This is an optimization exercise on Yosys and OpenROAD, whose aim is small area, a short achievable clock period and few clock cycles, not a production implementation.
In this exercise RTL edits were held to simulation tests only and were not proved equivalent to the original.
Power and IR drop assume default switching activity.

File: flow/flow/run.sh
#!/bin/bash
# The standard layout, with the timing repair aiming 8 ns below the clock
# period, free to resize cells across footprints, and buf_4 port buffers.
# Each step's full output stays in the ORFS logs under orfs/logs; make's own
# output goes to make.log.
set -euo pipefail
bash standard.sh SETUP_SLACK_MARGIN=8 MATCH_CELL_FOOTPRINT=0 \
  "BUFFER_PORTS_ARGS=-buffer_cell sky130_fd_sc_hd__buf_4" finish > make.log 2>&1
File: flow/standard.sh
#!/bin/bash
# synth_recipe.tcl (not shown) runs the flow's synth.tcl, then flattens the netlist and writes it again
# the make line also repeats each setting of config.mk as NAME=value (left out here)
make -C /OpenROAD-flow-scripts/flow DESIGN_CONFIG=/design/flow/config.mk WORK_HOME=/design/flow/orfs CLKGATE_MAP_FILE= SYNTH_SCRIPT=/design/flow/synth_recipe.tcl "${@:-finish}"
File: flow/config.mk
export PLATFORM = sky130hd
export DESIGN_NAME = eac3lc
export DESIGN_NICKNAME = eac3lc
export VERILOG_FILES = /design/flow/design.v
export SDC_FILE = /design/flow/constraint.sdc
export NUM_CORES = 4
export LEC_CHECK = 0
export CAP_MARGIN = 20
export CORE_MARGIN = 2
export CORE_UTILIZATION = 55
export CTS_BUF_LIST = sky130_fd_sc_hd__clkbuf_8
export CTS_CLUSTER_SIZE = 24
export PLACE_DENSITY = 0.65
export SLEW_MARGIN = 20
File: flow/constraint.sdc
create_clock -name core_clock -period 12.0 [get_ports {clk}]
set_input_delay 2.4000 -clock core_clock [delete_from_list [all_inputs] [get_ports {clk}]]
set_output_delay 2.4000 -clock core_clock [all_outputs]
set_load 0.01 [all_outputs]
File: flow/design.v
module eac3lc_crc_step (
    input  wire [15:0] crc_in,
    input  wire [7:0]  data,
    output reg  [15:0] crc_out
);
    integer i;
    reg [15:0] c;
    always @* begin
        c = crc_in ^ {data, 8'h00};
        for (i = 0; i < 8; i = i + 1) begin
            if (c[15])
                c = {c[14:0], 1'b0} ^ 16'h8005;
            else
                c = {c[14:0], 1'b0};
        end
        crc_out = c;
    end
endmodule
module eac3lc (
    input  wire        clk,
    input  wire        rst,
    input  wire        host_req,
    input  wire        host_we,
    input  wire        host_buf,
    input  wire [7:0]  host_addr,
    input  wire [31:0] host_wdata,
    output reg  [31:0] host_rdata,
    output wire        busy
);
    localparam [31:0] ID_VALUE = 32'h4C433136;
    localparam [3:0] R_ID = 4'h0, R_CMD = 4'h1, R_STATUS = 4'h2, R_LEN = 4'h3,
                     R_ARG_A = 4'h4, R_ARG_B = 4'h5, R_ARG_C = 4'h6, R_RESULT = 4'h7,
                     R_FCOUNT = 4'h8, R_TRIM = 4'h9, R_CURSOR = 4'hA, R_CAP = 4'hB;
    localparam [3:0] O_OK = 4'h0, O_NO_SYNC = 4'h1, O_TRUNCATED = 4'h2, O_RESYNC_EXH = 4'h3,
                     O_NOT_FOUND = 4'h4, O_ILLEGAL = 4'h5;
    localparam [3:0] S_BT0  = 4'd0,     
                     S_BT1  = 4'd1,     
                     S_BT2  = 4'd2,     
                     S_CR1  = 4'd3,     
                     S_CRC  = 4'd4,     
                     S_SCAN = 4'd5,     
                     S_FJ   = 4'd6,     
                     S_STRM = 4'd7,     
                     S_FINW = 4'd8,     
                     S_ILL  = 4'd9;
    localparam [1:0] M_FIND = 2'd0, M_SEEK = 2'd1, M_RUN = 2'd2;
    reg [511:0] mem;         
    reg [6:0]  len_q;
    reg [31:0] arg_a, arg_b, arg_c;
    reg [31:0] result;
    reg [6:0]  frame_count;
    reg [6:0]  trim;
    reg [6:0]  cursor;
    reg        st_busy, st_done;
    reg        busy_o;       
    reg [3:0]  st_outcome;
    reg [7:0]  st_last_op;
    reg        st_overrun, st_conflict;
    reg [63:0] rowq;         
    reg [31:0] regq;         
    reg [7:0]  hsel;         
    reg [3:0]  state;
    reg [1:0]  mode;         
    reg        is_run, is_fp;
    reg [1:0]  bop;          
    reg [6:0]  ptr;          
    reg [6:0]  lim;          
    reg        abig;         
    reg [6:0]  qa;           
    reg        v;            
    reg [7:0]  vmask;        
    reg        vl0, vl1;     
    reg        carry0b;      
    reg        qin;          
    reg [2:0]  bsh;          
    reg [7:0]  bval;         
    reg [15:0] crc;
    reg [6:0]  sa;           
    reg [6:0]  off;          
    reg [2:0]  lenhi;
    reg        flk;          
    reg [5:0]  flo;          
    reg [6:0]  cend;         
    reg [6:0]  oend;         
    reg        r2, r3, r7, r8, r9;    
    reg        tneg;         
    reg [5:0]  tdh;          
    reg [6:0]  cka;          
    reg [1:0]  ckp;          
    assign busy = busy_o;
    wire        h_reg_wr = host_req &  host_we & ~host_buf;
    wire        h_buf_wr = host_req &  host_we &  host_buf;
    wire [3:0]  h_reg    = host_addr[5:2];
    wire        cmd_wr   = h_reg_wr && h_reg == R_CMD;
    wire        accept   = cmd_wr && !st_busy;
    wire        h_buf_ok = !st_busy && host_addr[7:6] == 2'b00;
    wire [7:0]  cwl      = host_wdata[7:0];
    wire        cw_hi0   = host_wdata[31:8] == 24'd0;
    wire [2:0]  ra  = st_busy ? ptr[5:3] : host_addr[5:3];
    wire [63:0] row = mem[64*ra +: 64];
    wire        a_hi6   = |arg_a[31:6];
    wire        a_hi9   = |arg_a[31:9];
    wire        b_hi7   = |arg_b[31:7];
    wire        b_zero  = arg_b == 32'd0;
    wire [6:0]  cc_end  = (b_hi7 || arg_b[6:0] > len_q) ? len_q : arg_b[6:0];
    wire [7:0]  ab_sum  = {2'b00, arg_a[5:0]} + {1'b0, arg_b[6:0]};
    wire [6:0]  sf_lim  = (b_zero || b_hi7 || ab_sum >= {1'b0, len_q}) ? len_q : ab_sum[6:0];
    wire        p_lt    = !abig && ptr < lim;                
    wire [6:0]  ptr_p1  = ptr + 7'd1;
    wire [6:0]  ptr_np  = {ptr[6:1] + 6'd1, 1'b0};           
    wire [6:0]  ptr_nr  = {ptr[6:3] + 4'd1, 3'b000};         
    wire        near    = {1'b0, sa} + 8'd5 > {1'b0, lim};    
    wire [15:0] pair    = rowq[16*qa[2:1] +: 16];
    wire [7:0]  pb0     = pair[7:0];
    wire [7:0]  pb1     = pair[15:8];
    wire [7:0]  qbyte   = qa[0] ? pb1 : pb0;
    reg  [7:0]  imask;
    integer j;
    wire        i_rlt = ptr[6:3] <  lim[6:3];
    wire        i_req = ptr[6:3] == lim[6:3];
    always @* begin
        for (j = 0; j < 8; j = j + 1)
            imask[j] = (j[2:0] >= ptr[2:0]) && (i_rlt || (i_req && j[2:0] < lim[2:0]));
    end
    reg  [7:0]  i0mask;
    always @* begin
        for (j = 0; j < 8; j = j + 1)
            i0mask[j] = {4'd0, j[2:0]} < len_q;
    end
    reg  [7:0]  is0b, is77;
    reg  [7:0]  cand;
    always @* begin
        for (j = 0; j < 8; j = j + 1) begin
            is0b[j] = rowq[8*j +: 8] == 8'h0B;
            is77[j] = rowq[8*j +: 8] == 8'h77;
        end
        cand[0] = carry0b && vmask[0] && is77[0];
        for (j = 0; j < 7; j = j + 1)
            cand[j+1] = vmask[j] && vmask[j+1] && is0b[j] && is77[j+1];
    end
    reg  [2:0]  cidx;
    always @* begin
        cidx = 3'd0;
        for (j = 7; j >= 0; j = j - 1)
            if (cand[j]) cidx = j[2:0];
    end
    wire        found   = v && cand != 8'd0;
    wire [6:0]  fpos    = {qa[6:3], 3'b000} + {4'd0, cidx} - 7'd1;    
    wire [6:0]  fpos2   = {qa[6:3], 3'b000} + {4'd0, cidx} + 7'd1;    
    wire [6:0]  o0      = off;
    wire        lo_in0  = off[0];                     
    wire [7:0]  lo      = lo_in0 ? (r3 ? pb0 : 8'h00) : (r3 ? pb1 : 8'h00);
    wire [2:0]  hi      = !off[0] ? (r2 ? pb0[2:0] : 3'd0) : lenhi;
    wire        lo_now  = !flk && (o0 == 7'd3 || o0 == 7'd2);
    wire        x_le1   = hi == 3'd0 && lo < 8'd2;         
    wire        x_ge3   = hi != 3'd0 || lo >= 8'd3;        
    wire [12:0] fl      = {1'b0, hi, lo, 1'b0} + 13'd2;
    wire [12:0] ffl     = {6'd0, flo, 1'b0} + 13'd2;
    wire        f_trunc = abig || tneg || hi != 3'd0 || lo > {2'b00, tdh};
    wire [6:0]  em2     = sa + {lo[5:0], 1'b0};           
    wire [6:0]  fl_m3   = x_le1 ? 7'd0 : ({lo[5:0], 1'b0} - 7'd1);    
    function [8:0] mutate;   
        input       at7, at8, at9;
        input [7:0] b;
        begin
            mutate = {1'b0, b};
            if (at7)
                mutate = {r7, r8 ? ((b & 8'hF8) | 8'h05) : (b | 8'h04)};
            else if (at8)
                mutate = {r8, r9 ? 8'hA0 : ((b & 8'h03) | 8'hA0)};
            else if (at9)
                mutate = {r9, b & 8'h03};
        end
    endfunction
    wire        o_is6   = o0 == 7'd6;
    wire        o_is7   = o0 == 7'd7;
    wire        o_is8   = o0 == 7'd8;
    wire        o_is9   = o0 == 7'd9;
    wire [8:0]  m0      = mutate(o_is7, o_is8, o_is9, pb0);
    wire [8:0]  m1      = mutate(o_is6, o_is7, o_is8, pb1);
    wire        o_lt_c  = o0 < cend;
    wire        fc0     = o0 >= 7'd2 && (flk ? (o_lt_c || o0 == cend) : 1'b1);
    wire        fc1     = o0 >= 7'd1 && (flk ? o_lt_c : (o0 != 7'd3 || x_ge3));
    wire        s_end   = flk && o0 >= oend;      
    reg  [15:0] cu_in;
    reg  [7:0]  cu_b0, cu_b1;
    reg         cu_e0, cu_e1;
    wire [15:0] cu_s0, cu_s1;
    wire [15:0] cu_c1 = cu_e0 ? cu_s0 : cu_in;
    wire [15:0] cu_out = cu_e1 ? cu_s1 : cu_c1;
    eac3lc_crc_step u_crc0 (.crc_in(cu_in), .data(cu_b0), .crc_out(cu_s0));
    eac3lc_crc_step u_crc1 (.crc_in(cu_c1), .data(cu_b1), .crc_out(cu_s1));
    always @* begin
        cu_in = crc;
        cu_b0 = pb0;
        cu_b1 = pb1;
        cu_e0 = vl0;
        cu_e1 = vl1;
        case (state)
            S_CR1: begin
                cu_b0 = 8'h00;            
                cu_e0 = 1'b1;
                cu_e1 = 1'b0;
            end
            S_STRM: begin
                cu_b0 = m0[7:0];
                cu_b1 = m1[7:0];
                cu_e0 = fc0;
                cu_e1 = fc1;
            end
            default: ;
        endcase
    end
    wire [7:0]  bit_m = 8'h80 >> bsh;
    reg        e_we0, e_we1;
    reg [4:0]  e_wp;
    reg [7:0]  e_wd0, e_wd1;
    reg [7:0]  e_bd;            
    reg        e_bwe;           
    always @* begin
        e_bwe = 1'b0;
        e_bd  = 8'h00;
        case (state)
            S_BT1: begin
                if (bop == 2'd2) begin
                    e_bwe = qin;
                    e_bd  = crc[0] ? (qbyte | bval) : (qbyte & ~bval);
                end else if (bop == 2'd3) begin
                    if (bsh == 3'd0) begin
                        e_bwe = qin;
                        e_bd  = crc[15:8];
                    end else begin
                        e_bwe = p_lt;
                        e_bd  = (qbyte & ~bval) | crc[15:8];
                    end
                end
            end
            S_BT2: begin
                e_bwe = 1'b1;
                e_bd  = (qbyte & bval) | crc[7:0];
            end
            default: ;
        endcase
        if (ckp != 2'd0) begin
            e_wp  = cka[5:1];
            e_we0 = !cka[0];
            e_we1 = cka[0];
            e_wd0 = ckp[1] ? crc[15:8] : crc[7:0];
            e_wd1 = e_wd0;
        end else if (state == S_STRM) begin
            e_wp  = qa[5:1];
            e_we0 = m0[8];
            e_we1 = m1[8];
            e_wd0 = m0[7:0];
            e_wd1 = m1[7:0];
        end else begin
            e_wp  = qa[5:1];
            e_we0 = e_bwe && !qa[0];
            e_we1 = e_bwe && qa[0];
            e_wd0 = e_bd;
            e_wd1 = e_bd;
        end
    end
    wire       b_we0 = st_busy ? e_we0 : (h_buf_wr && h_buf_ok && !host_addr[0]);
    wire       b_we1 = st_busy ? e_we1 : (h_buf_wr && h_buf_ok &&  host_addr[0]);
    wire [4:0] b_wp  = st_busy ? e_wp  : host_addr[5:1];
    wire [7:0] b_wd0 = st_busy ? e_wd0 : host_wdata[7:0];
    wire [7:0] b_wd1 = st_busy ? e_wd1 : host_wdata[7:0];
    integer i;
    always @(posedge clk) begin
        for (i = 0; i < 32; i = i + 1) begin
            if (b_wp == i[4:0] && b_we0) mem[16*i +: 8]     <= b_wd0;
            if (b_wp == i[4:0] && b_we1) mem[16*i + 8 +: 8] <= b_wd1;
        end
    end
    wire [31:0] status_word = {14'd0, st_conflict, st_overrun, st_last_op, st_outcome,
                               2'b00, st_done, st_busy};
    reg  [31:0] reg_rdata;
    always @* begin
        case (h_reg)
            R_ID:     reg_rdata = ID_VALUE;
            R_STATUS: reg_rdata = status_word;
            R_LEN:    reg_rdata = {25'd0, len_q};
            R_ARG_A:  reg_rdata = arg_a;
            R_ARG_B:  reg_rdata = arg_b;
            R_ARG_C:  reg_rdata = arg_c;
            R_RESULT: reg_rdata = result;
            R_FCOUNT: reg_rdata = {25'd0, frame_count};
            R_TRIM:   reg_rdata = {25'd0, trim};
            R_CURSOR: reg_rdata = {25'd0, cursor};
            R_CAP:    reg_rdata = 32'd64;
            default:  reg_rdata = 32'd0;
        endcase
    end
    always @(posedge clk) begin
        rowq <= row;
        regq <= host_buf ? 32'd0 : reg_rdata;
        for (i = 0; i < 8; i = i + 1)
            hsel[i] <= host_buf && h_buf_ok && host_addr[2:0] == i[2:0];
        qa   <= st_busy ? ptr : {1'b0, host_addr[5:3], 3'b000};
        qin  <= p_lt;
    end
    reg [7:0] hbyte;
    always @* begin
        hbyte = 8'h00;
        for (i = 0; i < 8; i = i + 1)
            hbyte = hbyte | (rowq[8*i +: 8] & {8{hsel[i]}});
        host_rdata = {regq[31:8], regq[7:0] | hbyte};
    end
    always @(posedge clk) begin
        if (rst) begin
            len_q <= 7'd0;
            arg_a <= 32'd0;
            arg_b <= 32'd0;
            arg_c <= 32'd0;
        end else if (h_reg_wr) begin
            case (h_reg)
                R_LEN:   len_q <= (host_wdata[31:7] != 25'd0 || host_wdata[6]) ?
                                  7'd64 : host_wdata[6:0];
                R_ARG_A: arg_a <= host_wdata;
                R_ARG_B: arg_b <= host_wdata;
                R_ARG_C: arg_c <= host_wdata;
                default: ;
            endcase
        end
    end
    always @(posedge clk) begin
        if (rst) begin
            st_overrun  <= 1'b0;
            st_conflict <= 1'b0;
        end else begin
            if (h_reg_wr && h_reg == R_STATUS) begin
                if (host_wdata[16]) st_overrun  <= 1'b0;
                if (host_wdata[17]) st_conflict <= 1'b0;
            end
            if (cmd_wr && st_busy)
                st_overrun <= 1'b1;
            if (host_req && host_buf && st_busy)
                st_conflict <= 1'b1;
        end
    end
    reg        fin;
    reg [3:0]  fin_code;
    reg        fin_res;         
    reg [31:0] fin_val;
    reg [7:0]  dlt;             
    always @(posedge clk) begin
        fin      = 1'b0;
        fin_code = O_OK;
        fin_res  = 1'b0;
        fin_val  = 32'd0;
        dlt      = {1'b0, lim} - {1'b0, sa};
        if (rst) begin
            st_busy     <= 1'b0;
            busy_o      <= 1'b0;
            st_done     <= 1'b0;
            st_outcome  <= 4'd0;
            st_last_op  <= 8'd0;
            result      <= 32'd0;
            frame_count <= 7'd0;
            trim        <= 7'd0;
            cursor      <= 7'd0;
            ckp         <= 2'd0;
        end else if (!st_busy) begin
            if (accept) begin
                st_busy    <= 1'b1;
                busy_o     <= 1'b1;
                st_done    <= 1'b0;
                st_outcome <= 4'd0;
                st_last_op <= cwl;
                if (cw_hi0 && cwl == 8'h23) begin
                    frame_count <= 7'd0;
                    trim        <= 7'd0;
                    cursor      <= 7'd0;
                end
            end
            lim        <= cwl[4] ? cc_end : (cwl[5] && cwl[1:0] == 2'b00) ? sf_lim : len_q;
            bval       <= arg_b[7:0];
            bsh        <= arg_a[2:0];
            bop        <= cwl[1:0];
            crc        <= (cwl[4] && cwl[1]) ? arg_c[15:0] :
                          (cwl[4] && !cwl[0]) ? {arg_b[7:0], 8'h00} :
                          (arg_c[15:0] ^ {arg_b[7:0], 8'h00});
            ptr        <= (cwl[5:4] == 2'b00) ? {1'b0, arg_a[8:3]} :
                          (cwl[5] && cwl[1:0] == 2'b11) ? 7'd8 :
                          (cwl[5] && cwl[1:0] != 2'b00) ? ({1'b0, arg_a[5:0]} + 7'd2) :
                          {1'b0, arg_a[5:0]};
            sa         <= (cwl[5] && cwl[1:0] == 2'b11) ? 7'd0 : {1'b0, arg_a[5:0]};
            abig       <= (cwl[5:4] == 2'b00) ? a_hi9 : (cwl[5] && cwl[1:0] == 2'b11) ? 1'b0 : a_hi6;
            mode       <= (cwl[5] && cwl[1:0] == 2'b11) ? M_SEEK : M_FIND;
            v          <= cwl[5] && cwl[1:0] == 2'b11;
            vmask      <= i0mask;
            vl0        <= 1'b0;
            vl1        <= 1'b0;
            carry0b    <= 1'b0;
            is_run     <= cw_hi0 && cwl == 8'h23;
            is_fp      <= cwl[1];
            ckp        <= 2'd0;
            case (cwl)
                8'h01, 8'h02, 8'h03: state <= S_BT0;
                8'h10, 8'h11:        state <= S_CR1;
                8'h12:               state <= S_CRC;
                8'h20, 8'h23:        state <= S_SCAN;
                8'h21, 8'h22:        state <= S_FJ;
                default:             state <= S_ILL;
            endcase
            if (!cw_hi0) state <= S_ILL;
        end else begin
            if (ckp != 2'd0) begin
                ckp <= {1'b0, ckp[1]};
                cka <= cka + 7'd1;
            end
            v <= 1'b0;
            case (state)
                S_BT0: begin
                    bval  <= (bop == 2'd3) ? (8'hFF >> bsh) : bit_m;
                    crc   <= {bval >> bsh, bval << (4'd8 - {1'b0, bsh})};
                    if (bop != 2'd3) crc[0] <= bval[0];
                    v     <= 1'b1;
                    ptr   <= ptr_p1;
                    state <= S_BT1;
                end
                S_BT1: begin
                    if (bop == 2'd1) begin
                        fin = 1'b1; fin_res = 1'b1;
                        fin_val = {31'd0, qin & |(qbyte & bval)};
                    end else if (bop == 2'd3 && bsh != 3'd0 && p_lt) begin
                        v     <= 1'b1;
                        ptr   <= ptr_p1;
                        state <= S_BT2;
                    end else begin
                        fin = 1'b1;
                    end
                end
                S_BT2: fin = 1'b1;
                S_CR1: begin
                    fin = 1'b1; fin_res = 1'b1; fin_val = {16'd0, cu_out};
                end
                S_CRC: begin
                    if (v) crc <= cu_out;
                    vl0 <= 1'b0;
                    vl1 <= 1'b0;
                    if (p_lt) begin
                        v   <= 1'b1;
                        vl0 <= !ptr[0];
                        vl1 <= {ptr[6:1], 1'b1} < lim;
                        ptr <= ptr_np;
                    end else begin
                        fin = 1'b1; fin_res = 1'b1;
                        fin_val = {16'd0, cu_out};
                    end
                end
                S_SCAN: begin
                    if (p_lt) begin
                        v     <= 1'b1;
                        vmask <= imask;
                        ptr   <= ptr_nr;
                    end
                    if (v) carry0b <= vmask[7] && is0b[7];
                    if (mode == M_RUN && near) begin
                        v     <= 1'b0;
                        state <= S_FINW;
                    end else if (found) begin
                        if (mode == M_FIND) begin
                            fin = 1'b1; fin_res = 1'b1; fin_val = {25'd0, fpos};
                        end else begin
                            if (mode == M_SEEK) trim <= fpos;
                            sa    <= fpos;
                            ptr   <= fpos2;
                            mode  <= M_RUN;
                            v     <= 1'b0;
                            state <= S_FJ;
                        end
                    end else if (!p_lt) begin
                        fin = 1'b1;
                        case (mode)
                            M_FIND: begin
                                fin_res = 1'b1; fin_code = O_NOT_FOUND; fin_val = 32'hFFFF_FFFF;
                            end
                            M_SEEK:  fin_code = O_NO_SYNC;
                            default: fin_code = O_RESYNC_EXH;
                        endcase
                    end
                end
                S_FJ: begin
                    v     <= 1'b1;
                    ptr   <= ptr_np;
                    off   <= ptr[0] ? 7'd1 : 7'd2;
                    flk   <= 1'b0;
                    crc   <= 16'h0000;
                    r2    <= !abig && !dlt[7] && dlt[6:0] > 7'd2;
                    r3    <= !abig && !dlt[7] && dlt[6:0] > 7'd3;
                    r7    <= !dlt[7] && dlt[6:0] > 7'd7;
                    r8    <= !dlt[7] && dlt[6:0] > 7'd8;
                    r9    <= !dlt[7] && dlt[6:0] > 7'd9;
                    tneg  <= dlt[7] || dlt[6:0] < 7'd2;
                    tdh   <= dlt[6:1] - 6'd1;
                    state <= S_STRM;
                    if (is_run && near) fin = 1'b1;
                end
                S_STRM: begin
                    v   <= 1'b1;
                    ptr <= ptr_np;
                    off <= off + 7'd2;
                    crc <= cu_out;
                    if (o0 == 7'd1) lenhi <= r2 ? pb1[2:0] : 3'd0;
                    if (lo_now) begin
                        flk  <= 1'b1;
                        flo  <= lo[5:0];
                        cka  <= em2;
                        cend <= fl_m3;
                        oend <= (hi == 3'd0 && lo < 8'd6) ? 7'd8 : (fl_m3 - 7'd1);
                        if (x_le1) crc <= 16'h0000;
                        if (!is_run && !is_fp) begin
                            fin = 1'b1; fin_res = 1'b1; fin_val = {19'd0, fl};
                        end else if (f_trunc) begin
                            fin = 1'b1; fin_code = O_TRUNCATED;
                            fin_res = 1'b1; fin_val = {19'd0, fl};
                        end
                    end
                    if (s_end) begin
                        v      <= 1'b0;
                        ckp    <= 2'd2;
                        ptr    <= cka + 7'd2;
                        sa     <= cka + 7'd2;
                        carry0b <= 1'b0;
                        if (is_run) begin
                            frame_count <= frame_count + 7'd1;
                            state       <= S_SCAN;
                        end else begin
                            state <= S_FINW;
                        end
                    end
                end
                S_FINW: begin
                    if (ckp != 2'd2) begin
                        fin = 1'b1; fin_res = 1'b1;
                        fin_val = {crc, 3'd0, ffl};
                    end
                end
                default: begin
                    fin = 1'b1; fin_code = O_ILLEGAL;
                end
            endcase
            if (fin) begin
                st_outcome <= fin_code;
                st_busy    <= 1'b0;
                busy_o     <= 1'b0;
                st_done    <= 1'b1;
                if (is_run) begin
                    result <= {25'd0, frame_count};
                    cursor <= sa - trim;
                end else if (fin_res) begin
                    result <= fin_val;
                end
            end
        end
    end
endmodule
==> summary.md, run 1 <==
| Metric | Value |
|---|---|
| Outcome | no timing/DRC/antenna violations |
| IO buf count | 77 |
| Avg WL per Cell | 26.4 µm |
| Design area | between 0.05 and 0.06 mm² |
| Vias in the first global route | 35301 |
| Final Slew Violations | 0 |
| Reg-to-Reg Start | qa[1]$_SDFF_PN0_ |
| Root Buffer | clkbuf_8 |
| Synthesized net count | between 4000 and 5000 |
| Vias/cell | between 6 and 7 |
| Placeable core area | 0.0817 mm² |
| Die Y | approximately 290 µm |
| Area leader, netlist | edfxtp_1 |
| Pwr/cell area | about 130 mW/mm² |
| Hold path endpoint | arg_c[20]$_SDFFE_PP0P_ |
| Initial DRT Pass Iterations | 9 |
| Final setup fails | 0 |
| NumNets Final | 4953 |
| Post-CTS Hold Buffers | 0 |
| Avg Inst Size Synth | between 9 and 10 µm² |
| Worst Path Arrival | 2.55 ns |
| GRT Total Usage | between 30 and 40% |
| # H-tree levels | 4 |
| Leak pwr | 19.4 nW |
| Commonest cells post-synth | nand2_1 (1083), edfxtp_1 (632), nand3_1 (409) |
| Post-Synthesis Cells | around 4700 |
| Clock latency (worst-skew pair) | between 0.8 and 0.9 ns |
| Hold Path Depth | 2 |
| Endpoints failing hold | 0 |
| Pre-CTS WS | ~6.0 ns |
| Vias | 37996 |
| Flops & latches, synth | roughly 920 |
| Final min period | 4.95 ns |
| Worst path slowest cell | a222oi_1 |
| Crit Path Max Fanout | 5 |
| Pin count of the biggest net entering global routing | 130 |
| Antenna viol nets, final | 0 |
| Cell Area, Placed | 0.0470 mm² |
| Total power | ~6.9 mW |
| Clk_skew | ~0.032 ns |
| Drt drc | 0 |
| Max Cap Violations | 0 |
| Required time worst endpoint | 9.60 ns |
| CTS sink cnt | approximately 900 |
| Crit path capture type | primary output |
| Count leader, synth | nand2_1 |
| Max VDD drop | ~0.00013 V |
| Worst Tran Pin Value | 1.32 ns |
| RSZ-0062 raised after global routing | yes |
| EDFF count, synth | roughly 630 |
| Detail Placement HPWL | between 100000 and 150000 µm |
| Synth Warn # | 2 |
| Gpl congestion | 1.06 |
| Max Fclk | 202 MHz |
| Worst setup margin | about 7.1 ns |
| Post-route insts no fill | 6000 |
| Wirelength, routed | ~160000 µm |
| Starting Density | a little under three fifths |
| Initial antenna violation count | 5 |
| Clk slew on worst S/H paths | roughly 0.070 ns |
| Critical path's largest stage delay | roughly 0.8 ns |
| Ratio of cells with drive above 1 in the final layout | between 10% and 20% |
| Register area share after synthesis | 54.6% |
| Clock Path Buffers | 3 |
| Final period util | roughly two fifths |
| Async set-reset flop share out of synthesis | 0% |
| Global route overflow | 0 |
| First-pass GRT wire length | between 200000 and 250000 µm |
| R2r setup slk | ~7.7 ns |
| Num CTS Buffers | between 150 and 200 |
| Reg-to-reg endpoint | result[1]$_SDFFE_PP0P_ |
| Worst rel slew slack | 11.8% |
| Crit start category | register |
| Mapped cell area | approximately 0.045 mm² |
| HP Class | register to register |
| R2R cell count | 18 |
| Cell Chain, Critical Path | a222oi_1 > nand3_2 > buf_6 |
| Min-Delay Startpoint | arg_c[20]$_SDFFE_PP0P_ |
| Die area | around 0.085 mm² |
| Cell count after placement | between 5000 and 6000 |
| Unique cell type count in the Yosys netlist | 96 |
| IO Pins | 78 |
| CTS tree | yes |
| Area added between synthesis and finish | 16.8% |
| Setup TNS | 0 ns |
| Area contributors post-synth | edfxtp_1 (42%), dfxtp_1 (13%), nand2_1 (9.0%), nand3_1 (4.5%), a21oi_1 (3.3%) |
| 1st-iter DRT viols | approximately 4800 |
| Primary FF master, synth | edfxtp_1 |
| Chip Width | 291 µm |
| Row cnt | between 100 and 150 |
| WS Path Type | register to primary output |
| Top cell type's share of synthesized area | approximately two fifths |
-- stage by stage --
| step | util [%] | hold slack [ns] |
|---|---|---|
| finish | 64.6 | 0.456 |
| global route | 64.6 | 0.484 |
| CTS | 63.2 | 0.455 |
| detailed placement | 57.5 | 0.447 |
| global placement | 57.5 | 0.442 |
| floorplan | - | 0.432 |
-- state kept, by name, indices dropped and copies added, names as in the netlist, 7 cells and up --
register	cells
arg_a	32
arg_b	32
rowq	64
cursor	7
regq	32
arg_c	32
cend	7
bval	8
crc	16
result	32
vmask	8
off	7
lim	7
mem	512
cka	7
ptr	7
qa	7
oend	7
trim	7
frame_count	7
st_last_op	8
hsel	8
len_q	7
sa	7
-- worst max-delay path by stage --
stage	from	cells after the start	to	slack (ns)
floorplan	host_wdata[4]	5	mem[100]$_DFFE_PP_	7.74
global placement	qa[1]$_SDFF_PN0_	17	result[1]$_SDFFE_PP0P_	6.11
detailed placement	qa[1]$_SDFF_PN0_	17	result[1]$_SDFFE_PP0P_	5.95
CTS	hsel[2]$_DFF_P_	3	host_rdata[1]	7.30
global route	hsel[2]$_DFF_P_	3	host_rdata[7]	7.09
finish	hsel[2]$_DFF_P_	3	host_rdata[7]	7.05
-- critical path: cells and delay by family (launching register included) --
kind | cells | cell delay (ns)
compound gates | 1 | 0.78
flops | 1 | 0.38
buf+inv | 1 | 0.23
simple gates | 1 | 0.32
-- cells in the final DEF (no fill, tap or decap), types with 42 or more instances in the layout --
| cell type | n |
|---|---|
| a31oi_1 | 42 |
| a21oi_1 | 273 |
| nor2_1 | 233 |
| buf_4 | 212 |
| ha_1 | 98 |
| xnor2_1 | 78 |
| inv_1 | 162 |
| o21ai_0 | 171 |
| nand3_1 | 395 |
| nor2_4 | 67 |
| clkbuf_8 | 178 |
| edfxtp_1 | 632 |
| nand2_1 | 1063 |
| dfxtp_1 | 267 |
| mux2i_1 | 42 |
-- cell type report --
class	count	area (µm²)
fillers	6732	28900
flip-flops and latches	918	24700
multi-input cells	3329	20600
repair buffers	281	2680
clock buffers	177	2440
well taps	1070	1340
clock inverters	104	576
inverters	115	468
repair inverters	2	10.0
diodes	4	10.0
-- power breakdown --
part | leakage, nW | switching [mW] | internal [mW]
clock network | 1.77 | 1.33 | 1.40
logic | 9.48 | 0.461 | 0.253
registers | 8.11 | 0.0801 | 3.42
total | 19.4 | 1.87 | 5.08
-- cells by family after synthesis --
logic type	count (synthesis)	synth area share [%]
buffers and inverters	455	4.05
muxes	81	2.35
adders and majority gates	108	3.05
DFF	918	54.6
and+or+nand+nor	2091	20.4
other	1	0.00829
AOI/OAI and AO/OA	909	12.7
xor gates and xnor gates	136	2.82
-- layer usage --
layer | GRT usage [%] | vias up | routed length (µm) | part of all wire (%)
met5 | 0 | - | 26 | 0.016
met4 | 20.7 | 6 | 10300 | 6.5
met3 | 7.59 | 563 | 15000 | 9.5
met2 | 56.1 | 2135 | 71200 | 45
met1 | 48.7 | 18250 | 62000 | 39
li1 | - | 17042 | - | -
-- timing repair --
item,4_1_cts,5_1_grt
gates resized for setup,186,124
setup endpoints to repair,729,589
setup buffers,76,57
pin swaps,43,54
gates cloned,6,8
Testbench counts, summed over its fixed seeds: cycles 26,169.
==> run 2, diff against run 1 <==
==> flow/flow/run.sh (replaced) <==
#!/bin/bash
# The standard layout, with the timing repair aiming 8 ns below the clock
# period, free to resize cells across footprints, and buf_2 port buffers.
# Each step's full output stays in the ORFS logs under orfs/logs; make's own
# output goes to make.log.
set -euo pipefail
bash standard.sh SETUP_SLACK_MARGIN=8 MATCH_CELL_FOOTPRINT=0 \
  "BUFFER_PORTS_ARGS=-buffer_cell sky130_fd_sc_hd__buf_2" finish > make.log 2>&1
--- a/flow/config.mk
+++ b/flow/config.mk
@@ -10,4 +10,4 @@
 export CORE_UTILIZATION = 55
-export CTS_BUF_LIST = sky130_fd_sc_hd__clkbuf_8
-export CTS_CLUSTER_SIZE = 24
+export CTS_BUF_LIST = sky130_fd_sc_hd__clkbuf_4 sky130_fd_sc_hd__clkbuf_8
+export CTS_CLUSTER_SIZE = 30
 export PLACE_DENSITY = 0.65
==> run 2 against run 1 <==
First-iteration DRC count grew 3.8%. Hold slack about the same. Sequential power barely moved. Worst setup slack improved by 0.12 ns. Non-clock buffer count decreased by 6. Routed wire length grew 0.16%. Combinational power is 2% higher. Critical endpoint unchanged.
==> summary.md, run 2 <==
| Metric | Value |
|---|---|
| Outcome | no timing/DRC/antenna violations |
| Worst path slowest cell | a222oi_1 |
| Area contributors post-synth | edfxtp_1 (42%), dfxtp_1 (13%), nand2_1 (9.0%), nand3_1 (4.5%), a21oi_1 (3.3%) |
| Clk_skew | 0.0439 ns (+0.0116 ns) |
| Leak pwr | 19.3 nW (-0.57%) |
| Top cell type's share of synthesized area | 42.0% (unchanged) |
| Gpl congestion | 1.07 (+1.3%) |
| Critical path's largest stage delay | 0.61 ns (-0.17 ns) |
| Synth Warn # | 2 (unchanged) |
| Required time worst endpoint | 9.60 ns (about the same) |
| Async set-reset flop share out of synthesis | 0% (unchanged) |
| Placeable core area | 0.0817 mm² (unchanged) |
| CTS sink cnt | 918 (unchanged) |
| Finished Core Util | 64.6% (about the same) |
| Vias/cell | 6.32 (-0.17%) |
| Vias in the first global route | 35352 (+0.14%) |
| Setup TNS | 0 ns (unchanged) |
| Avg WL per Cell | 26.5 µm (+0.17%) |
| Root Buffer | clkbuf_8 |
| Primary FF master, synth | edfxtp_1 |
| Starting Density | 55.4% (unchanged) |
| # H-tree levels | 4 (unchanged) |
| Num CTS Buffers | 157 (+2.6%) |
| Global route overflow | 0 (unchanged) |
| Most common cell after layout, fill and taps aside | nand2_1 |
| Final min period | 4.83 ns (-0.123 ns) |
| Pin count of the biggest net entering global routing | 182 (+40%) |
| Worst rel slew slack | 12.4% (+0.55 points) |
| Detail Placement HPWL | 106000 µm (+1.8%) |
| Worst Path Arrival | 2.43 ns (-0.12 ns) |
| Crit start category | register |
| GRT Total Usage | 37.0% (+0.32 points) |
| Reg-to-reg endpoint | result[10]$_SDFFE_PP0P_ |
| EDFF count, synth | 632 (unchanged) |
| Antenna viol nets, final | 0 (unchanged) |
| Commonest cells post-synth | nand2_1 (1083), edfxtp_1 (632), nand3_1 (409) |
| Hold Path Depth | 2 (unchanged) |
| Final Slew Violations | 0 (unchanged) |
| Worst Tran Pin Value | 1.31 ns (-0.00824 ns) |
| Flops & latches, synth | 918 (unchanged) |
| Reg-to-Reg Start | qa[1]$_SDFF_PN0_ |
| R2R cell count | 23 (+5) |
| Area added between synthesis and finish | 16.7% (about the same) |
| Drt drc | 0 (unchanged) |
| Reg with most FFs | mem |
| Max Fclk | 207 MHz (+2.6%) |
| CTS tree | yes |
| IO buf count | 77 (unchanged) |
| IO Pins | 78 (unchanged) |
| Cell count after placement | 5570 (+0.036%) |
| Area leader, netlist | edfxtp_1 |
| Wirelength, routed | 159000 µm (+0.16%) |
| Post-Synthesis Cells | 4699 (unchanged) |
| Clock Path Buffers | 3 (unchanged) |
| Ratio of cells with drive above 1 in the final layout | 18.6% (+1.3 points) |
| Commonest cells after routing, fill and taps aside | nand2_1 (1055), edfxtp_1 (632), nand3_1 (400) |
| HP Class | register to register |
| Register area share after synthesis | 54.6% (unchanged) |
| Initial DRT Pass Iterations | 9 (unchanged) |
| Count leader, synth | nand2_1 |
| Vias | 37925 (-0.19%) |
| Hold path endpoint | st_last_op[5]$_SDFFE_PP0P_ |
| Initial antenna violation count | 7 (+2) |
| Clock latency (worst-skew pair) | 0.87 ns (+0.02 ns) |
| CP Buf/Inv Count | 1 (unchanged) |
| Avg Inst Size Synth | 9.63 µm² (unchanged) |
| 1st-iter DRT viols | 5021 (+3.8%) |
| First-pass GRT wire length | 232000 µm (+0.41%) |
| Pwr/cell area | 136 mW/mm² (+3.2%) |
| Row cnt | 105 (unchanged) |
| Cell Chain, Critical Path | a222oi_1 > nand3_1 > buf_2 |
| Synthesized net count | 4852 (unchanged) |
| Post-route insts no fill | 5999 (-0.017%) |
| Unique cell type count in the Yosys netlist | 96 (unchanged) |
| Post-CTS Hold Buffers | 0 (unchanged) |
| NumNets Final | 4950 (-0.061%) |
| R2r setup slk | 7.70 ns (-0.02 ns) |
| Max Cap Violations | 0 (unchanged) |
| # fillers | 6771 (+0.58%) |
| Min-Delay Startpoint | st_last_op[5]$_SDFFE_PP0P_ |
| WS Path Type | register to primary output |
| Max reg flops | 512 (unchanged) |
| Endpoints failing hold | 0 (unchanged) |
| Final period util | 40.2% (-1.0 points) |
| CP delay by family, top | compound AO/OA/AOI/OAI gates |
| Max VDD drop | 0.000136 V (+5.0%) |
| Die Y | 291 µm (unchanged) |
| Die area | 0.0846 mm² (unchanged) |
| Clk slew on worst S/H paths | 0.07 ns (about the same) |
| Crit path capture type | primary output |
| RSZ-0062 raised after global routing | yes |
| Final setup fails | 0 (unchanged) |
| Chip Width | 291 µm (unchanged) |
| Mapped cell area | 0.0452 mm² (unchanged) |
| Top flop regs | mem: 512 flops, rowq: 64 flops |
| Crit Path Max Fanout | 5 (unchanged) |
-- run 2: cell types whose count changed in the layout (fill, tap and decap cells not counted), sizes merged --
| cell | delta |
|---|---|
| xnor2 | +1 |
| clkinv | +22 |
| a32o | -1 |
| dlymetal6s2s | -1 |
| bufinv | +2 |
| clkbuf | +52 |
| diode | -3 |
| inv | -68 |
| buf | -6 |
| o311a | +1 |
-- run 2: worst max-delay path by stage --
stage | startpoint | endpoint | slack, ns | cells past startpoint
after floorplan | host_wdata[4] | mem[100]$_DFFE_PP_ | 7.74 | 5
after global placement | host_addr[3] | arg_c[7]$_SDFFE_PP0P_ | 6.27 | 8
after detailed placement | host_addr[2] | trim[0]$_SDFFE_PP0P_ | 6.36 | 10
after CTS | rowq[17]$_DFF_P_ | host_rdata[1] | 7.31 | 3
after global routing | hsel[2]$_DFF_P_ | host_rdata[7] | 7.26 | 3
final | hsel[2]$_DFF_P_ | host_rdata[7] | 7.17 | 3
-- run 2: routing by layer --
metal  global-route usage [%]  part of all wire [%]  up-vias
li1                         -                     -    17031
met3                     7.03                   9.2      526
met2                     57.2                    45     2115
met5                        0                 0.017        -
met4                     21.0                   6.3        4
met1                     49.0                    39    18249
-- run 2: power by group --
group / switching, mW / total (mW) / internal [mW]
Combinational: 0.473 / 0.726 / 0.253
Clock: 1.32 / 2.94 / 1.62
Sequential: 0.0816 / 3.50 / 3.42
-- run 2: kinds of logic (layout without fill, tap and decap cells) --
| group | Yosys count | count (layout) | share of synthesized area, % |
|---|---|---|---|
| buffers and inverters | 455 | 680 | 4.05 |
| adders and majority gates | 108 | 108 | 3.05 |
| xor gates and xnor gates | 136 | 137 | 2.82 |
| muxes | 81 | 81 | 2.35 |
| and+or+nand+nor | 2091 | 2092 | 20.4 |
| DFF | 918 | 918 | 54.6 |
| other | 1 | 2 | 0.00829 |
| AOI/OAI and AO/OA | 909 | 911 | 12.7 |
-- run 2: timing repair --
action	4_1_cts	5_1_grt
pin swaps	47	85
gates resized for setup	197	115
setup buffers	87	39
cloned	8	4
endpoints found under the setup margin	722	548
-- run 2: cell type report --
type / instances / area, µm² / share of cell area (%)
Sequential cell: 918 / 24700 / 46.9
Multi-Input combinational cell: 3330 / 20600 / 39.0
Clock buffer: 228 / 2850 / 5.40
Timing Repair Buffer: 275 / 2330 / 4.41
Tap cell: 1070 / 1340 / 2.54
Inverter: 115 / 495 / 0.939
Clock inverter: 62 / 442 / 0.837
Antenna cell: 1 / 2.50 / 0.00474
-- run 2: per-stage QoR --
step	total power [mW]	instance area, µm²	hold WS (ns)	worst slack [ns]
after floorplan	3.95	46000	0.432	7.74
after global placement	4.19	46800	0.444	6.27
after detailed placement	4.19	46900	0.447	6.36
after CTS	7.13	51900	0.454	7.31
after global routing	7.37	52800	0.477	7.26
final	7.17	52800	0.457	7.17
-- run 2: worst reg2reg max path, delay by kind of cell (launching register included) --
kind	cells	cell delay [ns]
flip-flops	1	0.38
adder cells (fa/ha/maj)	1	0.15
multiplexers	2	0.81
AO/OA/AOI/OAI	7	1.04
buffers and inverters	8	1.10
AND/OR/NAND/NOR	5	0.74
==> run 3, diff against run 2 <==
==> flow/flow/run.sh (replaced) <==
#!/bin/bash
# The standard layout, with the timing repair aiming 8 ns below the clock
# period and free to resize cells across footprints. Each step's full output
# stays in the ORFS logs under orfs/logs; make's own output goes to make.log.
set -euo pipefail
bash standard.sh SETUP_SLACK_MARGIN=8 MATCH_CELL_FOOTPRINT=0 finish > make.log 2>&1
==> flow/config.mk (replaced) <==
export PLATFORM = sky130hd
export DESIGN_NAME = eac3lc
export DESIGN_NICKNAME = eac3lc
export VERILOG_FILES = /design/flow/design.v
export SDC_FILE = /design/flow/constraint.sdc
export NUM_CORES = 4
export LEC_CHECK = 0
export ABC_AREA = 1
export CAP_MARGIN = 20
export CORE_MARGIN = 2
export CORE_UTILIZATION = 40
export PLACE_DENSITY = 0.5
export SLEW_MARGIN = 20
==> run 3 against run 2 <==
Synthesized cell count increased by 6.7%. Hold slack better by 0.0095 ns. Critical path type is now register to register. Utilization decreased by 14 points. Cell count up 14%. Fmax grew 11%. Combinational power up 5.9%. Global-route usage decreased by 5.2 points. Sequential share of layout area fell by 3.0 points. Routed wire length increased by 18%. Register-to-register slack got worse by 0.03 ns. Still clean. Total power increased by 4.2%.
==> summary.md, run 3 <==
| Metric | Value |
|---|---|
| Synth Warn # | 2 (unchanged) |
| Finished Core Util | 50.4% (-14 points) |
| Most common cell after layout, fill and taps aside | edfxtp_1 |
| Crit path capture type | register |
| RSZ-0062 raised after global routing | yes |
| Vias in the first global route | 37980 (+7.4%) |
| Reg-to-Reg Start | qa[1]$_SDFF_PN0_ |
| Top flop regs | mem: 512 flops, rowq: 64 flops |
| Area added between synthesis and finish | 25.5% |
| Commonest cells post-synth | nor2_1 (708), o21ai_0 (641), nand2_1 (633) |
| Vias/cell | 5.73 (-9.3%) |
| Clock power share | 42.7% (+1.7 points) |
| GRT Total Usage | 31.8% (-5.2 points) |
| Setup crit end | result[2]$_SDFFE_PP0P_ |
| NumNets Final | 5425 (+9.6%) |
| # fillers | 10583 (+56%) |
| Worst Tran Pin Value | 1.23 ns (-0.0770 ns) |
| Mapped cell area | 0.0450 mm² (-0.49%) |
| Detail Placement HPWL | 124000 µm (+18%) |
| Final setup fails | 0 (unchanged) |
| Count leader, synth | nor2_1 |
| IO buf count | 77 (unchanged) |
| Final Slew Violations | 0 (unchanged) |
| Vias | 39359 (+3.8%) |
| Antenna viol nets, final | 0 (unchanged) |
| Drt drc | 0 (unchanged) |
| Unique cell type count in the Yosys netlist | 70 (-27%) |
| Max VDD drop | 0.000123 V (-9.5%) |
| Gpl congestion | 1.03 (-3.9%) |
| Max Fclk | 231 MHz (+11%) |
| Initial DRT Pass Iterations | 9 (unchanged) |
| Synthesized net count | 5166 (+6.5%) |
| Setup TNS | 0 ns (unchanged) |
| Register area share after synthesis | 54.9% (+0.27 points) |
| Clk_skew | 0.0398 ns (-0.00406 ns) |
| # H-tree levels | 3 (-1) |
| Num CTS Buffers | 102 (-35%) |
| Worst Setup SP | qa[1]$_SDFF_PN0_ |
| R2r setup slk | 7.67 ns (-0.03 ns) |
| Post-Synthesis Cells | 5013 (+6.7%) |
| Clock Path Buffers | 3 (unchanged) |
| Placeable core area | 0.112 mm² (+37%) |
| Reg-to-reg endpoint | result[2]$_SDFFE_PP0P_ |
| Primary FF master, synth | edfxtp_1 |
| Required time worst endpoint | 12.56 ns (+2.96 ns) |
| Reg with most FFs | mem |
| Area leader, netlist | edfxtp_1 |
| R2R cell count | 19 (-17%) |
| Crit start category | register |
| First-pass GRT wire length | 268000 µm (+15%) |
| Post-CTS Hold Buffers | 0 (unchanged) |
| EDFF count, synth | 632 (unchanged) |
| Commonest cells after routing, fill and taps aside | edfxtp_1 (632), nor2_1 (595), o21ai_0 (583) |
| Final period util | 36.1% (-4.1 points) |
| Crit Path Max Fanout | 24 (+19) |
| Flops & latches, synth | 918 (unchanged) |
| Psw | 1.95 mW (+4.3%) |
| Endpoints failing hold | 0 (unchanged) |
| Wirelength, routed | 187000 µm (+18%) |
| Clock latency (worst-skew pair) | 0.71 ns (-0.16 ns) |
| HP Class | register to register |
| Pin count of the biggest net entering global routing | 81 (-55%) |
| 1st-iter DRT viols | 4142 (-18%) |
| Cell Area, Placed | 0.0472 mm² (+0.75%) |
| Chip Width | 339 µm (+17%) |
| Starting Density | 40.2% (-15 points) |
| CTS tree | yes |
| Die Y | 339 µm (+17%) |
| CTS sink cnt | 918 (unchanged) |
| Row cnt | 123 (+17%) |
| Initial antenna violation count | 9 (+2) |
| Area contributors post-synth | edfxtp_1 (42%), dfxtp_1 (13%), o21ai_0 (7.1%), nor2_1 (5.9%), nand2_1 (5.3%) |
| Clk slew on worst S/H paths | 0.06 ns (about the same) |
| Die area | 0.115 mm² (+36%) |
| Design area | 0.0565 mm² (+7.0%) |
| Max Cap Violations | 0 (unchanged) |
| Avg Inst Size Synth | 8.98 µm² (-6.7%) |
| Comb pwr share | 10.3% (+0.2 points) |
| Flop pwr share | 47.0% (-1.9 points) |
| Global route overflow | 0 (unchanged) |
| Pwr/cell area | 132 mW/mm² (-2.6%) |
| IO Pins | 78 (unchanged) |
| Worst setup margin | 7.67 ns (+0.496 ns) |
| Pre-CTS WS | 4.66 ns (-1.71 ns) |
| Final min period | 4.33 ns (-0.496 ns) |
| Cell-internal power | 5.52 mW (+4.2%) |
| Leak pwr | 21.5 nW (+11%) |
| WS Path Type | register to register |
| Root Buffer | clkbuf_16 |
| Switching share of total power | 26.1% (about the same) |
| Worst Path Arrival | 4.89 ns (+2.46 ns) |
| Outcome | no timing/DRC/antenna violations |
| Async set-reset flop share out of synthesis | 0% (unchanged) |
| Max reg flops | 512 (unchanged) |
| Avg WL per Cell | 27.3 µm (+3.0%) |
| Worst rel slew slack | 16.9% (+4.5 points) |
| Top cell type's share of synthesized area | 42.2% (+0.21 points) |
| Ratio of cells with drive above 1 in the final layout | 19.3% (+0.71 points) |
run 3: area by class of cell:
cell class                 instances  area [µm²]  area share, %
antenna                            6        15.0         0.0266
timing repair inverter            12        85.1          0.151
clock inverter                    44         517          0.915
inverter                         505        2070           3.66
tap                             1500        1880           3.32
timing repair buffer             402        4650           8.22
sequential                       918       24800           43.9
clock buffer                     146        2890           5.11
multi-input combinational       3331       19600           34.7
run 3: metal layers:
layer  part of all wire, %  up-vias  wire (µm)  global-route usage, %
met5                 0.029        -         54                      0
met4                   6.8        8      12700                   17.9
met2                    46     1669      86000                   51.3
met3                   7.3      510      13600                   5.15
li1                      -    18071          -                      -
met1                    40    19101      74800                   40.6
run 3: repair_timing:
item | in CTS | in global routing
setup endpoints to repair | 1190 | 658
setup buffers | 163 | 76
gates resized for setup | 628 | 227
gates cloned | 45 | 1
pin swaps | 105 | 88
hold endpoints to repair | 0 | 0
run 3: stage by stage:
| step | std cells | total power, mW | hold WS [ns] |
|---|---|---|---|
| finish | 6864 | 7.47 | 0.466 |
| global route | 6858 | 7.69 | 0.488 |
| CTS | 6780 | 7.47 | 0.464 |
| detailed placement | 6382 | 4.20 | 0.451 |
| global placement | 6382 | 4.20 | 0.454 |
| floorplan | 5013 | 3.91 | 0.429 |
run 3: worst min-delay path by stage:
stage	from	to	slack, ns	cells past startpoint
3_3_place_gp	st_last_op[4]$_SDFFE_PP0P_	st_last_op[4]$_SDFFE_PP0P_	0.45	2
5_1_grt	st_last_op[4]$_SDFFE_PP0P_	st_last_op[4]$_SDFFE_PP0P_	0.49	2
4_1_cts	trim[4]$_SDFFE_PP0P_	trim[4]$_SDFFE_PP0P_	0.46	2
2_1_floorplan	trim[4]$_SDFFE_PP0P_	trim[4]$_SDFFE_PP0P_	0.43	2
3_5_place_dp	trim[4]$_SDFFE_PP0P_	trim[4]$_SDFFE_PP0P_	0.45	2
6_report	st_last_op[0]$_SDFFE_PP0P_	st_last_op[0]$_SDFFE_PP0P_	0.47	2
run 3: critical path, cell delays in order (launching register included):
cell	delay [ns]
dfxtp_4	0.37
buf_4	0.14
clkbuf_16	0.19
o21ai_2	0.39
a21oi_1	0.19
nor3_4	0.27
ha_1	0.28
nand3_1	0.11
nor2_1	0.06
o32ai_2	0.20
nand2_1	0.14
nor3_4	0.17
buf_12	0.15
o21ai_4	0.06
nand2_4	0.10
inv_4	0.06
a221oi_1	0.71
o21ai_0	0.38
nand2_4	0.15
a21oi_2	0.05
run 3: logic make-up (layout without fill, tap and decap cells):
kind of cell	count (synthesis)	in the layout	share of synthesized area [%]
and+or+nand+nor	1741	1744	16.1
DFF	918	918	54.9
buffers and inverters	768	1109	6.72
AOI/OAI and AO/OA	1412	1413	17.9
xor gates and xnor gates	64	64	1.25
other	1	7	0.00833
muxes	1	1	0.0222
adders and majority gates	108	108	3.07
run 3: power groups by stage:
stage          Combinational, mW  Sequential (mW)  Clock [mW]
2_1_floorplan              0.390             3.52           0
3_3_place_gp               0.625             3.57           0
3_5_place_dp               0.626             3.57           0
4_1_cts                    0.721             3.50        3.24
5_1_grt                    0.828             3.50        3.36
6_report                   0.769             3.51        3.19
==> run 4, diff against run 3 <==
--- a/flow/config.mk
+++ b/flow/config.mk
@@ -7,3 +7,2 @@
 export LEC_CHECK = 0
-export ABC_AREA = 1
 export CAP_MARGIN = 20
==> run 4 against run 3 <==
Fmax down 4.4%. First-iteration DRC count down 2.7%. Cell count down 6.8%. Critical path depth down 16. Non-clock buffer count down 65. Via count down 4.9%. Routed wire length down 8.9%. Clock power about the same. Global-route usage down 3.0 points. Total power down 0.90%. Die area up 0.48%. Final area down 2.5%.
==> summary.md, run 4 <==
| Metric | Value |
|---|---|
| Outcome | no timing/DRC/antenna violations |
| Max Cap Violations | 0 (unchanged) |
| Flops & latches, synth | 918 (unchanged) |
| Final setup fails | 0 (unchanged) |
| # H-tree levels | 3 (unchanged) |
| Row cnt | 123 (unchanged) |
| Wirelength, routed | 171000 µm (-8.9%) |
| Worst Path Arrival | 2.13 ns (-2.76 ns) |
| Max reg flops | 512 (unchanged) |
| Die area | 0.116 mm² (+0.48%) |
| Synthesized net count | 4852 (-6.1%) |
| EDFF count, synth | 632 (unchanged) |
| Clock latency (worst-skew pair) | 0.72 ns (about the same) |
| Adder-cell share of the synthesized area | 3.05% (-0.015 points) |
| IO Pins | 78 (unchanged) |
| Reg with most FFs | mem |
| Avg Inst Size Synth | 9.63 µm² (+7.2%) |
| WS Path Type | register to primary output |
| Pin count of the biggest net entering global routing | 129 (+59%) |
| Placeable core area | 0.112 mm² (+0.27%) |
| Crit Path Max Fanout | 4 (-83%) |
| Post-synthesis mux area share | 2.35% (+2.3 points) |
| # fillers | 10500 (-0.78%) |
| Primary FF master, synth | edfxtp_1 |
| Vias in the first global route | 35268 (-7.1%) |
| Final min period | 4.53 ns (+0.201 ns) |
| Area contributors post-synth | edfxtp_1 (42%), dfxtp_1 (13%), nand2_1 (9.0%), nand3_1 (4.5%), a21oi_1 (3.3%) |
| Vias/cell | 5.85 (+2.1%) |
| Register area share after synthesis | 54.6% (-0.27 points) |
| Largest family of logic cells by synthesized area | simple AND/OR/NAND/NOR gates |
| Root Buffer | clkbuf_16 |
| Area leader, netlist | edfxtp_1 |
| Setup TNS | 0 ns (unchanged) |
| Clk slew on worst S/H paths | 0.06 ns (about the same) |
| RSZ-0062 raised after global routing | yes |
| Vias | 37418 (-4.9%) |
| Endpoints failing hold | 0 (unchanged) |
| NumNets Final | 4956 (-8.6%) |
| Synth Warn # | 2 (unchanged) |
| Initial antenna violation count | 8 (-1) |
| Drt drc | 0 (unchanged) |
| HP Class | register to register |
| Most common cell after layout, fill and taps aside | nand2_1 |
| Top cell type's share of synthesized area | 42.0% (-0.21 points) |
| Commonest cells post-synth | nand2_1 (1083), edfxtp_1 (632), nand3_1 (409) |
| FF/Latch Area | 0.0247 mm² (-0.19%) |
| Num CTS Buffers | 102 (unchanged) |
| First-pass GRT wire length | 248000 µm (-7.6%) |
| Commonest cells after routing, fill and taps aside | nand2_1 (1052), edfxtp_1 (632), nand3_1 (395) |
| Max VDD drop | 0.000152 V (+23%) |
| 1st-iter DRT viols | 4032 (-2.7%) |
| GRT Total Usage | 28.7% (-3.0 points) |
| Die Y | 340 µm (+0.24%) |
| Min Hold Slack | 0.456 ns (-0.0101 ns) |
| Gpl congestion | 0.956 (-7.3%) |
| Chip Width | 340 µm (+0.24%) |
| Ratio of cells with drive above 1 in the final layout | 16.7% (-2.6 points) |
| Worst setup margin | 7.47 ns (-0.201 ns) |
| Mapped cell area | 0.0452 mm² (+0.49%) |
| Count leader, synth | nand2_1 |
| Starting Density | 40.3% (+0.086 points) |
| Avg WL per Cell | 26.7 µm (-2.2%) |
| Crit start category | register |
| Crit path capture type | primary output |
| Compound-cell area share of the yosys netlist | 12.7% (-5.2 points) |
| Pre-CTS WS | 6.04 ns (+1.39 ns) |
| Clk_skew | 0.0493 ns (+0.00951 ns) |
| Antenna viol nets, final | 0 (unchanged) |
| Pwr/cell area | 134 mW/mm² (+1.6%) |
| Synth Area in XOR/XNOR | 2.82% (+1.6 points) |
| Post-Synthesis Cells | 4699 (-6.3%) |
| Detail Placement HPWL | 112000 µm (-10%) |
| Async set-reset flop share out of synthesis | 0% (unchanged) |
| Global route overflow | 0 (unchanged) |
| Max Fclk | 221 MHz (-4.4%) |
| Final Slew Violations | 0 (unchanged) |
| Clock Path Buffers | 3 (unchanged) |
| Area occupied by multi-input gates | 0.0208 mm² (+6.2%) |
| Area added between synthesis and finish | 21.8% |
| Worst Tran Pin Value | 1.13 ns (-0.108 ns) |
| Initial DRT Pass Iterations | 6 (-3) |
| CTS sink cnt | 918 (unchanged) |
| CTS tree | yes |
| Unique cell type count in the Yosys netlist | 96 (+37%) |
| Final period util | 37.8% (+1.7 points) |
| Top flop regs | mem: 512 flops, rowq: 64 flops |
| IO buf count | 77 (unchanged) |
| Leak pwr | 20.1 nW (-6.3%) |
| Worst rel slew slack | 24.3% (+7.4 points) |
| Required time worst endpoint | 9.60 ns (-2.96 ns) |
| Post-Synth Simple-Gate Area | 20.4% (+4.2 points) |
-- run 4: changes by cell type after synthesis, sizes merged, moves of 47 or more --
cell    previous run  this run
inv              496       109
o21ai            652       205
mux2i              1        48
clkbuf           201       267
o21bai            75         9
a22oi             16        67
xnor2             13        89
nor2             711       306
nand2            653      1083
o22ai            110        23
nand3            203       409
-- run 4: power breakdown --
part	total, mW	internal [mW]	switching [mW]
clock network	3.16	1.83	1.33
logic	0.742	0.264	0.478
registers	3.50	3.42	0.0793
-- run 4: repair_timing --
action / CTS / global route
gates resized for setup: 345 / 119
buffers inserted: 126 / 46
setup endpoints to repair: 868 / 632
hold buffers: 0 / 0
gates cloned: 14 / 1
pin swaps: 86 / 50
-- run 4: area by class of cell --
class / count / area share (%)
diodes: 4 / 0.0182
clock buffers: 148 / 5.24
clock inverters: 43 / 0.884
inverters: 115 / 0.877
multi-input cells: 3329 / 37.8
flip-flops and latches: 918 / 44.9
well taps: 1500 / 3.41
repair buffers: 337 / 6.85
-- run 4: logic make-up after synthesis --
family,after synthesis
simple gates,2091
flops,918
compound gates,909
buf+inv,455
xor+xnor,136
fa+ha+maj,108
mux,81
other cells,1
-- run 4: final timing paths --
check,end,cells past startpoint,slack (ns),from
worst max-delay path,host_rdata[1],3,7.47,hsel[2]$_DFF_P_
worst max register to register,result[1]$_SDFFE_PP0P_,18,7.67,qa[1]$_SDFF_PN0_
worst min-delay path,arg_c[28]$_SDFFE_PP0P_,2,0.46,arg_c[28]$_SDFFE_PP0P_
worst min register to register,arg_c[28]$_SDFFE_PP0P_,2,0.46,arg_c[28]$_SDFFE_PP0P_
-- run 4: per-layer routing --
layer	share of wire (%)	global-route usage (%)	up-vias
li1	-	-	17056
met3	7.6	4.71	354
met1	42	39.8	18374
met2	46	45.3	1626
met5	0.027	0	-
met4	4.3	10.6	8
-- run 4: metrics by stage --
step                utilization [%]  total power, mW  std cells  area (µm²)
floorplan                         -             3.95       4699       46000
global placement               42.6             4.22       6010       47800
detailed placement             42.6             4.22       6010       47800
CTS                            48.2             7.42       6341       54100
global route                   49.0             7.62       6390       55100
finish                         49.0             7.40       6394       55100
-- run 4: critical path, stage by stage, from the launching register on --
cell and delay, ns:
dfxtp_4 0.38, a222oi_1 0.57, nand3_2 0.26, buf_2 0.22
==> run 5, diff against run 4 <==
--- a/flow/config.mk
+++ b/flow/config.mk
@@ -10,2 +10,4 @@
 export CORE_UTILIZATION = 40
+export CTS_CLUSTER_DIAMETER = 45
+export CTS_CLUSTER_SIZE = 24
 export PLACE_DENSITY = 0.5
==> run 5 against run 4 <==
Largest power group is now the clock network. Non-clock buffer count rose by 6. Clock skew is 0.0041 ns lower. Routed wire length increased by 0.49%. Hold slack lost 0.0013 ns. Sequential share of layout area is 1.0 points lower. Worst setup slack lost 0.00081 ns. Cell count rose by 0.91%. Synthesized cell count is the same. Count of clock-buffer cells in the layout is 10 higher. Critical path depth stayed put. Die area unchanged. Still clean.
==> summary.md, run 5 <==
| Metric | Value |
|---|---|
| Outcome | no timing/DRC/antenna violations |
| Max reg flops | 512 (unchanged) |
| Detail Placement HPWL | 112000 µm (unchanged) |
| Design area | 0.0564 mm² (+2.4%) |
| Final min period | 4.53 ns (+0.000810 ns) |
| Most common cell after layout, fill and taps aside | nand2_1 |
| Chip Width | 340 µm (unchanged) |
| Critical path's largest stage delay | 0.53 ns (-0.04 ns) |
| Cell-internal power | 6.11 mW (+11%) |
| WS Path Type | register to primary output |
| Primary FF master, synth | edfxtp_1 |
| Clk_skew | 0.0452 ns (-0.00409 ns) |
| Count leader, synth | nand2_1 |
| HP Class | register to register |
| Async set-reset flop share out of synthesis | 0% (unchanged) |
| Mapped cell area | 0.0452 mm² (unchanged) |
| Placeable core area | 0.112 mm² (unchanged) |
| Max VDD drop | 0.000129 V (-15%) |
| Synth Warn # | 2 (unchanged) |
| CTS sink cnt | 918 (unchanged) |
| Post-Synthesis Cells | 4699 (unchanged) |
| Register area share after synthesis | 54.6% (unchanged) |
| First-pass GRT wire length | 249000 µm (+0.48%) |
| Clk slew on worst S/H paths | 0.06 ns (about the same) |
| Pre-CTS WS | 6.04 ns (unchanged) |
| Pin count of the biggest net entering global routing | 129 (unchanged) |
| Gpl congestion | 0.956 (unchanged) |
| Die area | 0.116 mm² (unchanged) |
| Drt drc | 0 (unchanged) |
| Die Y | 340 µm (unchanged) |
| Row cnt | 123 (unchanged) |
| Cell count after placement | 6010 (unchanged) |
| Num CTS Buffers | 132 (+29%) |
| Max Cap Violations | 0 (unchanged) |
| Synthesized net count | 4852 (unchanged) |
| Avg WL per Cell | 26.6 µm (-0.41%) |
| Pwr/cell area | 146 mW/mm² (+8.9%) |
| Final Slew Violations | 0 (unchanged) |
| Ratio of cells with drive above 1 in the final layout | 18.1% (+1.4 points) |
| Clock latency (worst-skew pair) | 0.77 ns (+0.05 ns) |
| Worst rel slew slack | 21.3% (-3.0 points) |
| Unique cell type count in the Yosys netlist | 96 (unchanged) |
| Leak pwr | 21.0 nW (+4.6%) |
| Global route overflow | 0 (unchanged) |
| Comb pwr share | 9.1% (-0.9 points) |
| Setup TNS | 0 ns (unchanged) |
| Reg-to-reg endpoint | result[1]$_SDFFE_PP0P_ |
| Worst Path Arrival | 2.13 ns (about the same) |
| Vias | 37729 (+0.83%) |
| Reg-to-Reg Start | qa[1]$_SDFF_PN0_ |
| Top cell type's share of synthesized area | 42.0% (unchanged) |
| Initial DRT Pass Iterations | 8 (+2) |
| R2r setup slk | 7.70 ns (+0.03 ns) |
| Post-CTS Hold Buffers | 0 (unchanged) |
| # H-tree levels | 4 (+1) |
| Final period util | 37.8% (about the same) |
| Area contributors post-synth | edfxtp_1 (42%), dfxtp_1 (13%), nand2_1 (9.0%), nand3_1 (4.5%), a21oi_1 (3.3%) |
| Flop pwr share | 42.4% (-4.9 points) |
| CP Buf/Inv Count | 1 (unchanged) |
| Final setup fails | 0 (unchanged) |
| Initial antenna violation count | 13 (+5) |
| Root Buffer | clkbuf_16 |
| Clock Path Buffers | 3 (unchanged) |
| Min-Delay Startpoint | arg_c[17]$_SDFFE_PP0P_ |
| Switching share of total power | 26.0% (+0.42 points) |
| Flops & latches, synth | 918 (unchanged) |
| CP delay by family, top | compound AO/OA/AOI/OAI gates |
| Post-route insts no fill | 6452 (+0.91%) |
| Hold path endpoint | arg_c[17]$_SDFFE_PP0P_ |
| Vias in the first global route | 35644 (+1.1%) |
| R2R cell count | 18 (unchanged) |
| Psw | 2.14 mW (+13%) |
| Cell Chain, Critical Path | a222oi_1 > nand3_2 > buf_2 |
| Crit start category | register |
| NumNets Final | 4994 (+0.77%) |
| Area added between synthesis and finish | 24.7% |
| Clock power share | 48.5% (+5.8 points) |
| Worst path slowest cell | a222oi_1 |
| Worst Tran Pin Value | 1.18 ns (+0.0553 ns) |
| Number of diodes | 0 (-4) |
| Min Hold Slack | 0.455 ns (-0.00135 ns) |
| Commonest cells post-synth | nand2_1 (1083), edfxtp_1 (632), nand3_1 (409) |
| Wirelength, routed | 171000 µm (+0.49%) |
| Required time worst endpoint | 9.60 ns (about the same) |
| Crit path capture type | primary output |
| Hold Path Depth | 2 (unchanged) |
| Worst setup margin | 7.47 ns (-0.000810 ns) |
| 1st-iter DRT viols | 3832 (-5.0%) |
| Vias/cell | 5.85 (about the same) |
| Endpoints failing hold | 0 (unchanged) |
| RSZ-0062 raised after global routing | yes |
| IO Pins | 78 (unchanged) |
| Top flop regs | mem: 512 flops, rowq: 64 flops |
| Commonest cells after routing, fill and taps aside | nand2_1 (1052), edfxtp_1 (632), nand3_1 (394) |
| Crit Path Max Fanout | 4 (unchanged) |
| Reg with most FFs | mem |
| CTS tree | yes |
| GRT Total Usage | 28.9% (+0.17 points) |
| Cell Area, Placed | 0.0478 mm² (unchanged) |
| IO buf count | 77 (unchanged) |
| Max Fclk | 221 MHz (about the same) |
| Starting Density | 40.3% (unchanged) |
| Antenna viol nets, final | 0 (unchanged) |
| Area leader, netlist | edfxtp_1 |
| Avg Inst Size Synth | 9.63 µm² (unchanged) |
| EDFF count, synth | 632 (unchanged) |
## run 5: cell counts after synthesis
No cell type changed its count.
## run 5: per-layer routing
metal,part of all wire (%),up-vias,track usage (%)
met5,0.034,-,0
met4,4.5,10,11.7
met3,7.8,371,5.25
met2,45,1663,45.3
met1,42,18513,39.6
li1,-,17172,-
## run 5: repair_timing
item,CTS,global route
cloned,15,3
endpoints found under the setup margin,862,624
gates resized for setup,366,112
pin swaps,94,62
setup buffers,119,60
## run 5: worst register-to-register path, cell delays in order, from the launching register on
cell and delay, ns:
dfxtp_4 0.39, buf_12 0.15, mux4_2 0.64, mux2i_4 0.27, nand2b_4 0.20, clkinvlp_4 0.15
ha_4 0.18, a21o_1 0.15, a21oi_2 0.13, a21oi_2 0.09, nor3_4 0.20, nand3_2 0.17
o21bai_4 0.18, nand3_2 0.13, o31a_4 0.42, o311a_4 0.15, buf_12 0.15, a222oi_1 0.29
a21oi_1 0.11
## run 5: worst max-delay path by stage
stage	from	to	depth (start not counted)
2_1_floorplan	host_wdata[4]	mem[100]$_DFFE_PP_	5
3_3_place_gp	off[0]$_DFFE_PP_	result[2]$_SDFFE_PP0P_	17
3_5_place_dp	host_addr[4]	rowq[11]$_DFF_P_	9
4_1_cts	rowq[17]$_DFF_P_	host_rdata[1]	3
5_1_grt	hsel[2]$_DFF_P_	host_rdata[1]	3
6_report	hsel[2]$_DFF_P_	host_rdata[1]	3
## run 5: layout make-up
class                   instances  area [µm²]
flip-flops and latches        918       24800
inverters                     115         487
clock inverters                87        1020
clock buffers                 158        3530
repair buffers                343        3860
fillers                     10399       56000
multi-input cells            3331       20800
well taps                    1500        1880
## run 5: through the flow
| stage | power, mW | utilization [%] |
|---|---|---|
| after floorplan | 3.95 | - |
| after global placement | 4.22 | 42.6 |
| after detailed placement | 4.22 | 42.6 |
| after CTS | 8.27 | 49.2 |
| after global routing | 8.49 | 50.2 |
| final | 8.25 | 50.2 |
## run 5: cells by family after synthesis
kind of cell | after synthesis | synth area share, %
other cells | 1 | 0.00829
compound gates | 909 | 12.7
buf+inv | 455 | 4.05
simple gates | 2091 | 20.4
flops | 918 | 54.6
fa+ha+maj | 108 | 3.05
xor+xnor | 136 | 2.82
mux | 81 | 2.35
## run 5: power by group through the flow
stage                     Clock, mW  Combinational, mW  Sequential (mW)
after floorplan                   0              0.440             3.51
after global placement            0              0.656             3.57
after detailed placement          0              0.657             3.56
after CTS                      4.06              0.708             3.50
after global routing           4.19              0.803             3.50
final                          4.00              0.748             3.50

## afterwards: timing with drivers on the ports
Ports are ideal in the flow. The routed layouts listed here were re-timed in OpenROAD.
Step 1 assumes that a clkbuf_16 drives the clock port and a buf_2 every other input.
Step 2 adds t to the input delays and takes it off the output delays; t is the mean of the earliest and latest rising clock arrival at the registers after step 1. Input paths then give back, and output paths get back, about the clock's delay inside the block.
Three values: ideal, step 1, step 2; two values: the first two.
run | t (ns) | slack for setup (ns) | worst register clock-pin slew, ns | worst data-port slew with drivers (ns)
run 1 | 0.899 | 7.050 / 6.981 / 7.183 | 0.07 / 0.07 | 0.11
run 2 | 0.910 | 7.174 / 7.108 / 7.103 | 0.07 / 0.07 | 0.09
run 3 | 0.766 | 7.670 / 7.670 / 7.167 | 0.07 / 0.07 | 0.19
run 4 | 0.772 | 7.469 / 7.389 / 7.227 | 0.06 / 0.06 | 0.08
run 5 | 0.824 | 7.468 / 7.390 / 7.160 | 0.07 / 0.07 | 0.08
After both steps every run listed still meets setup and hold. The setup slack of run 3, which loses most, moves by 0.000 ns with the drivers and by -0.503 ns with both steps.
